From an optimization exercise on the open Yosys and OpenROAD flow, aimed at small area and a short achievable clock period; shortcuts taken in it are not production practice. Function was checked by simulation only, so behaviour that the tests miss may differ from the original. Power and IR drop assume default switching activity.

==> job 9635 <==
==> flow/design.v <==
module exec_alu #(
    parameter XLEN = 32
) (
    input  wire [2:0]      op,
    input  wire [XLEN-1:0] a,
    input  wire [XLEN-1:0] b,
    output reg  [XLEN-1:0] value,
    output reg             fault
);
    localparam [2:0] OP_ADD  = 3'd0;
    localparam [2:0] OP_SUB  = 3'd1;
    localparam [2:0] OP_MULU = 3'd2;
    localparam [2:0] OP_DIVU = 3'd3;
    localparam [2:0] OP_REMU = 3'd4;
    wire b_zero = (b == {XLEN{1'b0}});
    always @(*) begin
        value = {XLEN{1'b0}};
        fault = 1'b0;
        case (op)
            OP_ADD:  value = a + b;
            OP_SUB:  value = a - b;
            OP_MULU: value = a * b;
            OP_DIVU: begin
                if (b_zero) fault = 1'b1;
                else        value = a / b;
            end
            OP_REMU: begin
                if (b_zero) fault = 1'b1;
                else        value = a % b;
            end
            default: ;
        endcase
    end
endmodule
module execute_alu_forward_unit #(
    parameter XLEN  = 32,
    parameter PCW   = 32,
    parameter LANES = 2
) (
    input  wire                  clk,
    input  wire                  rst,
    input  wire [LANES-1:0]      iss_valid,
    input  wire [LANES*3-1:0]    iss_op,
    input  wire [LANES*XLEN-1:0] iss_a,
    input  wire [LANES*XLEN-1:0] iss_b,
    input  wire [LANES*6-1:0]    iss_dest,
    input  wire [LANES*PCW-1:0]  iss_pc,
    output wire [LANES-1:0]      res_valid,
    output wire [LANES*PCW-1:0]  res_pc,
    output wire [LANES*6-1:0]    res_dest,
    output wire [LANES*XLEN-1:0] res_value,
    output wire [LANES-1:0]      res_fault,
    output wire [LANES-1:0]      res_wakeup
);
    reg [LANES-1:0]      lat_valid;
    reg [LANES*3-1:0]    lat_op;
    reg [LANES*XLEN-1:0] lat_a;
    reg [LANES*XLEN-1:0] lat_b;
    reg [LANES*6-1:0]    lat_dest;
    reg [LANES*PCW-1:0]  lat_pc;
    always @(posedge clk) begin
        if (rst) begin
            lat_valid <= {LANES{1'b0}};
        end else begin
            lat_valid <= iss_valid;
        end
        lat_op   <= iss_op;
        lat_a    <= iss_a;
        lat_b    <= iss_b;
        lat_dest <= iss_dest;
        lat_pc   <= iss_pc;
    end
    genvar i;
    generate
        for (i = 0; i < LANES; i = i + 1) begin : lane
            wire [XLEN-1:0] value;
            wire            fault;
            exec_alu #(.XLEN(XLEN)) alu (
                .op   (lat_op[i*3 +: 3]),
                .a    (lat_a[i*XLEN +: XLEN]),
                .b    (lat_b[i*XLEN +: XLEN]),
                .value(value),
                .fault(fault)
            );
            assign res_valid[i]              = lat_valid[i];
            assign res_pc[i*PCW +: PCW]      = lat_pc[i*PCW +: PCW];
            assign res_dest[i*6 +: 6]        = lat_dest[i*6 +: 6];
            assign res_value[i*XLEN +: XLEN] = value;
            assign res_fault[i]              = lat_valid[i] & fault;
            assign res_wakeup[i]             = lat_valid[i] & ~fault;
        end
    endgenerate
endmodule
==> flow/run.sh <==
#!/bin/bash
# synth_recipe.tcl (not shown) runs the flow's synth.tcl, then flattens the netlist and writes it again
# the make line also repeats each setting of config.mk as NAME=value (left out here)
make -C /OpenROAD-flow-scripts/flow DESIGN_CONFIG=/design/flow/config.mk WORK_HOME=/design/flow/orfs CLKGATE_MAP_FILE= SYNTH_SCRIPT=/design/flow/synth_recipe.tcl finish
==> flow/config.mk <==
export PLATFORM = sky130hd
export DESIGN_NAME = execute_alu_forward_unit
export DESIGN_NICKNAME = execute_alu_forward_unit
export VERILOG_FILES = /design/flow/design.v
export SDC_FILE = /design/flow/constraint.sdc
export NUM_CORES = 4
export LEC_CHECK = 0
export CAP_MARGIN = 20
export CORE_MARGIN = 2
export CORE_UTILIZATION = 40
export SLEW_MARGIN = 20
==> flow/constraint.sdc <==
create_clock -name core_clock -period 110.0 [get_ports {clk}]
set_input_delay 22.0000 -clock core_clock [delete_from_list [all_inputs] [get_ports {clk}]]
set_output_delay 22.0000 -clock core_clock [all_outputs]
set_load 0.01 [all_outputs]
==> job 1817 (differences from job 9635) <==
==> flow/design.v, changed modules only <==
module exec_alu_row #(
    parameter W = 1
) (
    input  wire [W-1:0] x,
    input  wire [W-1:0] y,
    input  wire         cin,
    input  wire         div,     
    input  wire         hz,      
    input  wire         force_sel,  
    output wire         qbit,
    output wire [W-1:0] out
);
    wire [W:0] s = {1'b0, x} + {1'b0, y} + {{W{1'b0}}, cin};
    assign qbit = s[W] & hz;
    wire sel = div ? qbit : force_sel;
    assign out = sel ? s[W-1:0] : x;
endmodule
module exec_alu_front #(
    parameter K = 19
) (
    input  wire [2:0]   op,
    input  wire [31:0]  a,
    input  wire [31:0]  b,
    output wire [31:0]  x,       
    output wire [31:0]  y,       
    output wire [K-1:0] q,       
    output wire [3:0]   fl       
);
    wire is_div = op[2] | (op[1] & op[0]);
    wire is_mul = ~op[2] & op[1] & ~op[0];
    wire inv    = is_div | (~op[1] & op[0]);
    assign fl = {~op[2] & op[1] & op[0], inv, is_mul, is_div};
    assign y = is_mul ? a : (b ^ {32{inv}});
    wire [31:0] nb = is_mul ? 32'd0 : a;    
    wire [32:0] hz;
    assign hz[32] = 1'b1;
    genvar w;
    generate
        for (w = 31; w >= 0; w = w - 1) begin : hzg
            assign hz[w] = hz[w+1] & ~b[w];
        end
    endgenerate
    wire [31:0] o [0:K];
    assign o[0] = 32'd0;
    generate
        for (w = 1; w <= K; w = w + 1) begin : row
            wire [w-1:0] xr;
            if (w == 1) begin : x1
                assign xr = nb[32-w];
            end else begin : xn
                assign xr = {o[w-1][w-2:0], nb[32-w]};
            end
            wire [w-1:0] orow;
            exec_alu_row #(.W(w)) r (
                .x(xr), .y(y[w-1:0]), .cin(inv), .div(is_div), .hz(hz[w]),
                .force_sel(is_mul & b[32-w]), .qbit(q[K-w]), .out(orow)
            );
            assign o[w] = {{(32-w){1'b0}}, orow};
        end
    endgenerate
    assign x = {o[K][K-1:0], (is_mul ? b[31-K:0] : a[31-K:0])};
endmodule
module exec_alu #(
    parameter K = 19
) (
    input  wire [3:0]   fl,      
    input  wire [31:0]  x,
    input  wire [31:0]  y,
    input  wire [K-1:0] qh,
    output wire [31:0]  value,
    output wire         fault
);
    wire is_div = fl[0];
    wire is_mul = fl[1];
    wire inv    = fl[2];
    wire is_quo = fl[3];
    wire [32:0] hz;
    assign hz[32] = 1'b1;
    genvar w;
    generate
        for (w = 31; w >= 0; w = w - 1) begin : hzg
            assign hz[w] = hz[w+1] & y[w];
        end
    endgenerate
    wire b_zero = hz[0];
    wire [31:0] low = x[31-K:0];                
    wire [31:0] o [K:32];
    assign o[K] = {{(32-K){1'b0}}, x[31:32-K]};
    wire [31-K:0] ql;
    generate
        for (w = K + 1; w <= 32; w = w + 1) begin : row
            wire [w-1:0] xr = {o[w-1][w-2:0], low[32-w] & ~is_mul};
            wire [w-1:0] orow;
            exec_alu_row #(.W(w)) r (
                .x(xr), .y(y[w-1:0]), .cin(inv), .div(is_div), .hz(hz[w]),
                .force_sel(is_mul ? low[32-w] : (w == 32)), .qbit(ql[32-w]), .out(orow)
            );
            assign o[w] = {{(32-w){1'b0}}, orow};
        end
    endgenerate
    assign fault = is_div & b_zero;
    assign value = fault ? 32'd0 : is_quo ? {qh, ql} : o[32];
endmodule
module execute_alu_forward_unit #(
    parameter XLEN  = 32,
    parameter PCW   = 32,
    parameter LANES = 2,
    parameter K     = 18
) (
    input  wire                  clk,
    input  wire                  rst,
    input  wire [LANES-1:0]      iss_valid,
    input  wire [LANES*3-1:0]    iss_op,
    input  wire [LANES*XLEN-1:0] iss_a,
    input  wire [LANES*XLEN-1:0] iss_b,
    input  wire [LANES*6-1:0]    iss_dest,
    input  wire [LANES*PCW-1:0]  iss_pc,
    output wire [LANES-1:0]      res_valid,
    output wire [LANES*PCW-1:0]  res_pc,
    output wire [LANES*6-1:0]    res_dest,
    output wire [LANES*XLEN-1:0] res_value,
    output wire [LANES-1:0]      res_fault,
    output wire [LANES-1:0]      res_wakeup
);
    reg [LANES-1:0]      lat_valid;
    reg [LANES*4-1:0]    lat_fl;
    reg [LANES*XLEN-1:0] lat_x;
    reg [LANES*XLEN-1:0] lat_y;
    reg [LANES*K-1:0]    lat_q;
    reg [LANES*6-1:0]    lat_dest;
    reg [LANES*PCW-1:0]  lat_pc;
    wire [LANES*XLEN-1:0] nx;
    wire [LANES*XLEN-1:0] ny;
    wire [LANES*K-1:0]    nq;
    wire [LANES*4-1:0]    nfl;
    genvar i;
    generate
        for (i = 0; i < LANES; i = i + 1) begin : front
            exec_alu_front #(.K(K)) fr (
                .op(iss_op[i*3 +: 3]),
                .a (iss_a[i*XLEN +: XLEN]),
                .b (iss_b[i*XLEN +: XLEN]),
                .x (nx[i*XLEN +: XLEN]),
                .y (ny[i*XLEN +: XLEN]),
                .q (nq[i*K +: K]),
                .fl(nfl[i*4 +: 4])
            );
        end
    endgenerate
    always @(posedge clk) begin
        if (rst) begin
            lat_valid <= {LANES{1'b0}};
        end else begin
            lat_valid <= iss_valid;
        end
        lat_fl   <= nfl;
        lat_x    <= nx;
        lat_y    <= ny;
        lat_q    <= nq;
        lat_dest <= iss_dest;
        lat_pc   <= iss_pc;
    end
    generate
        for (i = 0; i < LANES; i = i + 1) begin : lane
            wire [XLEN-1:0] value;
            wire            fault;
            exec_alu #(.K(K)) alu (
                .fl   (lat_fl[i*4 +: 4]),
                .x    (lat_x[i*XLEN +: XLEN]),
                .y    (lat_y[i*XLEN +: XLEN]),
                .qh   (lat_q[i*K +: K]),
                .value(value),
                .fault(fault)
            );
            assign res_valid[i]              = lat_valid[i];
            assign res_pc[i*PCW +: PCW]      = lat_pc[i*PCW +: PCW];
            assign res_dest[i*6 +: 6]        = lat_dest[i*6 +: 6];
            assign res_value[i*XLEN +: XLEN] = value;
            assign res_fault[i]              = lat_valid[i] & fault;
            assign res_wakeup[i]             = lat_valid[i] & ~fault;
        end
    endgenerate
endmodule
==> flow/flow/run.sh (new file) <==
#!/bin/bash
set -eo pipefail
bash standard.sh SETUP_SLACK_MARGIN=46 TNS_END_PERCENT=0 finish > make_finish.log 2>&1
==> flow/standard.sh (new file) <==
#!/bin/bash
# synth_recipe.tcl (not shown) runs the flow's synth.tcl, then flattens the netlist and writes it again
# the make line also repeats each setting of config.mk as NAME=value (left out here)
make -C /OpenROAD-flow-scripts/flow DESIGN_CONFIG=/design/flow/config.mk WORK_HOME=/design/flow/orfs CLKGATE_MAP_FILE= SYNTH_SCRIPT=/design/flow/synth_recipe.tcl "${@:-finish}"
ABC_AREA = 1   (was unset)
CORE_UTILIZATION = 45   (was 40)
removed: flow/run.sh
==> job 1199 (differences from job 9635) <==
==> flow/design.v, changed modules only <==
module exec_alu_front #(
    parameter K = 16
) (
    input  wire [31:0]  a,
    input  wire [31:0]  b,
    output wire [31:0]  x,       
    output wire [K-1:0] q        
);
    wire [32:0] nz;
    assign nz[32] = 1'b0;
    genvar w;
    generate
        for (w = 31; w >= 0; w = w - 1) begin : nzg
            assign nz[w] = nz[w+1] | b[w];
        end
    endgenerate
    wire [31:0] r [0:K];
    assign r[0] = 32'd0;
    genvar k;
    generate
        for (k = 1; k <= K; k = k + 1) begin : row
            wire [k-1:0] t;
            if (k == 1) begin : t1
                assign t = a[32-k];
            end else begin : tn
                assign t = {r[k-1][k-2:0], a[32-k]};
            end
            wire [k:0] d = {1'b0, t} - {1'b0, b[k-1:0]};
            wire       qb = ~d[k] & ~nz[k];
            assign q[K-k] = qb;
            assign r[k] = {{(32-k){1'b0}}, (qb ? d[k-1:0] : t)};
        end
    endgenerate
    assign x = {r[K][K-1:0], a[31-K:0]};
endmodule
module exec_alu #(
    parameter K = 16
) (
    input  wire [2:0]   op,
    input  wire [31:0]  x,       
    input  wire [31:0]  b,
    input  wire [K-1:0] qh,      
    output reg  [31:0]  value,
    output wire         fault
);
    localparam [2:0] OP_ADD  = 3'd0;
    localparam [2:0] OP_SUB  = 3'd1;
    localparam [2:0] OP_MULU = 3'd2;
    localparam [2:0] OP_DIVU = 3'd3;
    localparam [2:0] OP_REMU = 3'd4;
    wire b_zero = ~|b;
    wire [32:0] nz;
    assign nz[32] = 1'b0;
    genvar w;
    generate
        for (w = 31; w >= 0; w = w - 1) begin : nzg
            assign nz[w] = nz[w+1] | b[w];
        end
    endgenerate
    wire [31:0] r [K:32];
    assign r[K] = {{(32-K){1'b0}}, x[31:32-K]};
    wire [31-K:0] ql;
    genvar k;
    generate
        for (k = K + 1; k <= 32; k = k + 1) begin : row
            wire [k-1:0] t = {r[k-1][k-2:0], x[32-k]};
            wire [k:0]   d = {1'b0, t} - {1'b0, b[k-1:0]};
            wire         qb;
            if (k == 32) begin : last
                assign qb = ~d[k];
            end else begin : mid
                assign qb = ~d[k] & ~nz[k];
            end
            assign ql[32-k] = qb;
            if (k == 32) begin : r32
                assign r[k] = qb ? d[k-1:0] : t;
            end else begin : rn
                assign r[k] = {{(32-k){1'b0}}, (qb ? d[k-1:0] : t)};
            end
        end
    endgenerate
    wire        sub = op[0];
    wire [31:0] sum = x + (b ^ {32{sub}}) + {31'd0, sub};
    wire [31:0] prod = x * b;
    assign fault = b_zero & (op[2] | (op[1] & op[0]));
    always @(*) begin
        if (op[2])
            value = b_zero ? 32'd0 : r[32];
        else if (op[1] & op[0])
            value = b_zero ? 32'd0 : {qh, ql};
        else if (op[1])
            value = prod;
        else
            value = sum;
    end
endmodule
module execute_alu_forward_unit #(
    parameter XLEN  = 32,
    parameter PCW   = 32,
    parameter LANES = 2,
    parameter K     = 19
) (
    input  wire                  clk,
    input  wire                  rst,
    input  wire [LANES-1:0]      iss_valid,
    input  wire [LANES*3-1:0]    iss_op,
    input  wire [LANES*XLEN-1:0] iss_a,
    input  wire [LANES*XLEN-1:0] iss_b,
    input  wire [LANES*6-1:0]    iss_dest,
    input  wire [LANES*PCW-1:0]  iss_pc,
    output wire [LANES-1:0]      res_valid,
    output wire [LANES*PCW-1:0]  res_pc,
    output wire [LANES*6-1:0]    res_dest,
    output wire [LANES*XLEN-1:0] res_value,
    output wire [LANES-1:0]      res_fault,
    output wire [LANES-1:0]      res_wakeup
);
    reg [LANES-1:0]      lat_valid;
    reg [LANES*3-1:0]    lat_op;
    reg [LANES*XLEN-1:0] lat_x;
    reg [LANES*XLEN-1:0] lat_b;
    reg [LANES*K-1:0]    lat_q;
    reg [LANES*6-1:0]    lat_dest;
    reg [LANES*PCW-1:0]  lat_pc;
    wire [LANES*XLEN-1:0] nx;
    wire [LANES*K-1:0]    nq;
    genvar i;
    generate
        for (i = 0; i < LANES; i = i + 1) begin : front
            wire [XLEN-1:0] dx;
            wire [2:0]      op = iss_op[i*3 +: 3];
            exec_alu_front #(.K(K)) fr (
                .a(iss_a[i*XLEN +: XLEN]),
                .b(iss_b[i*XLEN +: XLEN]),
                .x(dx),
                .q(nq[i*K +: K])
            );
            assign nx[i*XLEN +: XLEN] = (op[2] | (op[1] & op[0])) ? dx : iss_a[i*XLEN +: XLEN];
        end
    endgenerate
    always @(posedge clk) begin
        if (rst) begin
            lat_valid <= {LANES{1'b0}};
        end else begin
            lat_valid <= iss_valid;
        end
        lat_op   <= iss_op;
        lat_x    <= nx;
        lat_b    <= iss_b;
        lat_q    <= nq;
        lat_dest <= iss_dest;
        lat_pc   <= iss_pc;
    end
    generate
        for (i = 0; i < LANES; i = i + 1) begin : lane
            wire [XLEN-1:0] value;
            wire            fault;
            exec_alu #(.K(K)) alu (
                .op   (lat_op[i*3 +: 3]),
                .x    (lat_x[i*XLEN +: XLEN]),
                .b    (lat_b[i*XLEN +: XLEN]),
                .qh   (lat_q[i*K +: K]),
                .value(value),
                .fault(fault)
            );
            assign res_valid[i]              = lat_valid[i];
            assign res_pc[i*PCW +: PCW]      = lat_pc[i*PCW +: PCW];
            assign res_dest[i*6 +: 6]        = lat_dest[i*6 +: 6];
            assign res_value[i*XLEN +: XLEN] = value;
            assign res_fault[i]              = lat_valid[i] & fault;
            assign res_wakeup[i]             = lat_valid[i] & ~fault;
        end
    endgenerate
endmodule
==> results.yml <==
run_status:
  status: "finished clean"
final_layout:
  multiInputGateArea_sq_um: 92330
  syn_to_final_growth_pct: 9.521
place:
  gp_congestion: 0.9838
pwr:
  max-vdd-ir-drop_uv: 144.2
  p_leak_nw: 54.40
  total_power_w: 0.004209
min_path:
  hold-path-cell-count: 1
yosys:
  yosys_warnings: 3
  synth.mux.area_fraction_pct: 2.395
route:
  routedWlPerCell_um: 22.69
the above is filed under job 1199

==> results.yml <==
min_path:
  hold-path-cell-count: 2
timing:
  hold_viol: 0
  fin_crit_sh_pct: 56.52
  period_needed_ns: 62.17
pwr:
  p_leak_nw: 43.12
  total_power_w: 0.002228
  max-vdd-ir-drop_uv: 15.10
  clockPowerShare_pct: 4.2
place:
  gp_congestion: 0.9613
  port_buffers: 359
route:
  routedWlPerCell_um: 18.58
clocking:
  cts_max_level: 1
yosys:
  synth_top_area_share_pct: 18.50
  yosys_warnings: 3
  yosysTopAreaCell: "ha_1"
global_routing:
  use_met3_pct: 2.551
  grt_pass1_vias: 66610
final_layout:
  syn_to_final_growth_pct: 24.11
  fin_cells: 13375
run_status:
  status: "finished clean"
the above is filed under job 1817

==> results.yml <==
pwr:
  p_leak_nw: 55.60
  power-top-group: "combinational cells"
  total_power_w: 0.003758
  max-vdd-ir-drop_uv: 237.2
run_status:
  status: "finished clean"
global_routing:
  grt_use_met2_pct: 55.72
yosys:
  synth.mux.area_fraction_pct: 1.967
  yosys_warnings: 2
  ys_seq_area_share_pct: 4.296
place:
  gp_congestion: 1.082
  port_buffers: 359
final_layout:
  n_antenna_cell: 5
  syn_to_final_growth_pct: 16.70
  most-common-layout-cells: "nand2_1 (1,730), ha_1 (1,374), inv_1 (1,325), buf_4 (1,205), nor2_1 (1,167)"
  multiInputGateArea_sq_um: 88090
route:
  routedWlPerCell_um: 26.20
clocking:
  cts.clk_slew.worst_paths_ns: 0.09
the above is filed under job 9635

afterwards: timing with drivers on the ports:
The flow's constraints put no driver on any port. The routed layouts listed below were extracted and timed again, unchanged, in two steps. Step 1: set_driving_cell puts a clkbuf_16 on clk and a buf_2 on each other input, an assumption about the parent block. Step 2 adds t to the input delays and takes it off the output delays; t is the mean of the earliest and latest rising clock arrival at the registers after step 1. Input paths then give back, and output paths get back, about the clock's delay inside the block. a / b / c = ideal ports / drivers / drivers and shift; a / b = the first two.
run | t (ns) | setup slack, ns | hold slack, ns
job 9635 | 0.799 | 4.544 / 4.467 / 5.266 | 21.676 / 21.621 / 22.420
job 1817 | 0.643 | 47.833 / 47.762 / 48.200 | 21.748 / 21.705 / 22.348
job 1199 | 0.778 | 41.411 / 41.394 / 40.697 | 21.732 / 21.661 / 22.439
After both steps every run listed still meets setup and hold. For job 1199, which loses most, drivers alone change the setup slack by -0.017 ns; drivers and shift together by -0.714 ns.
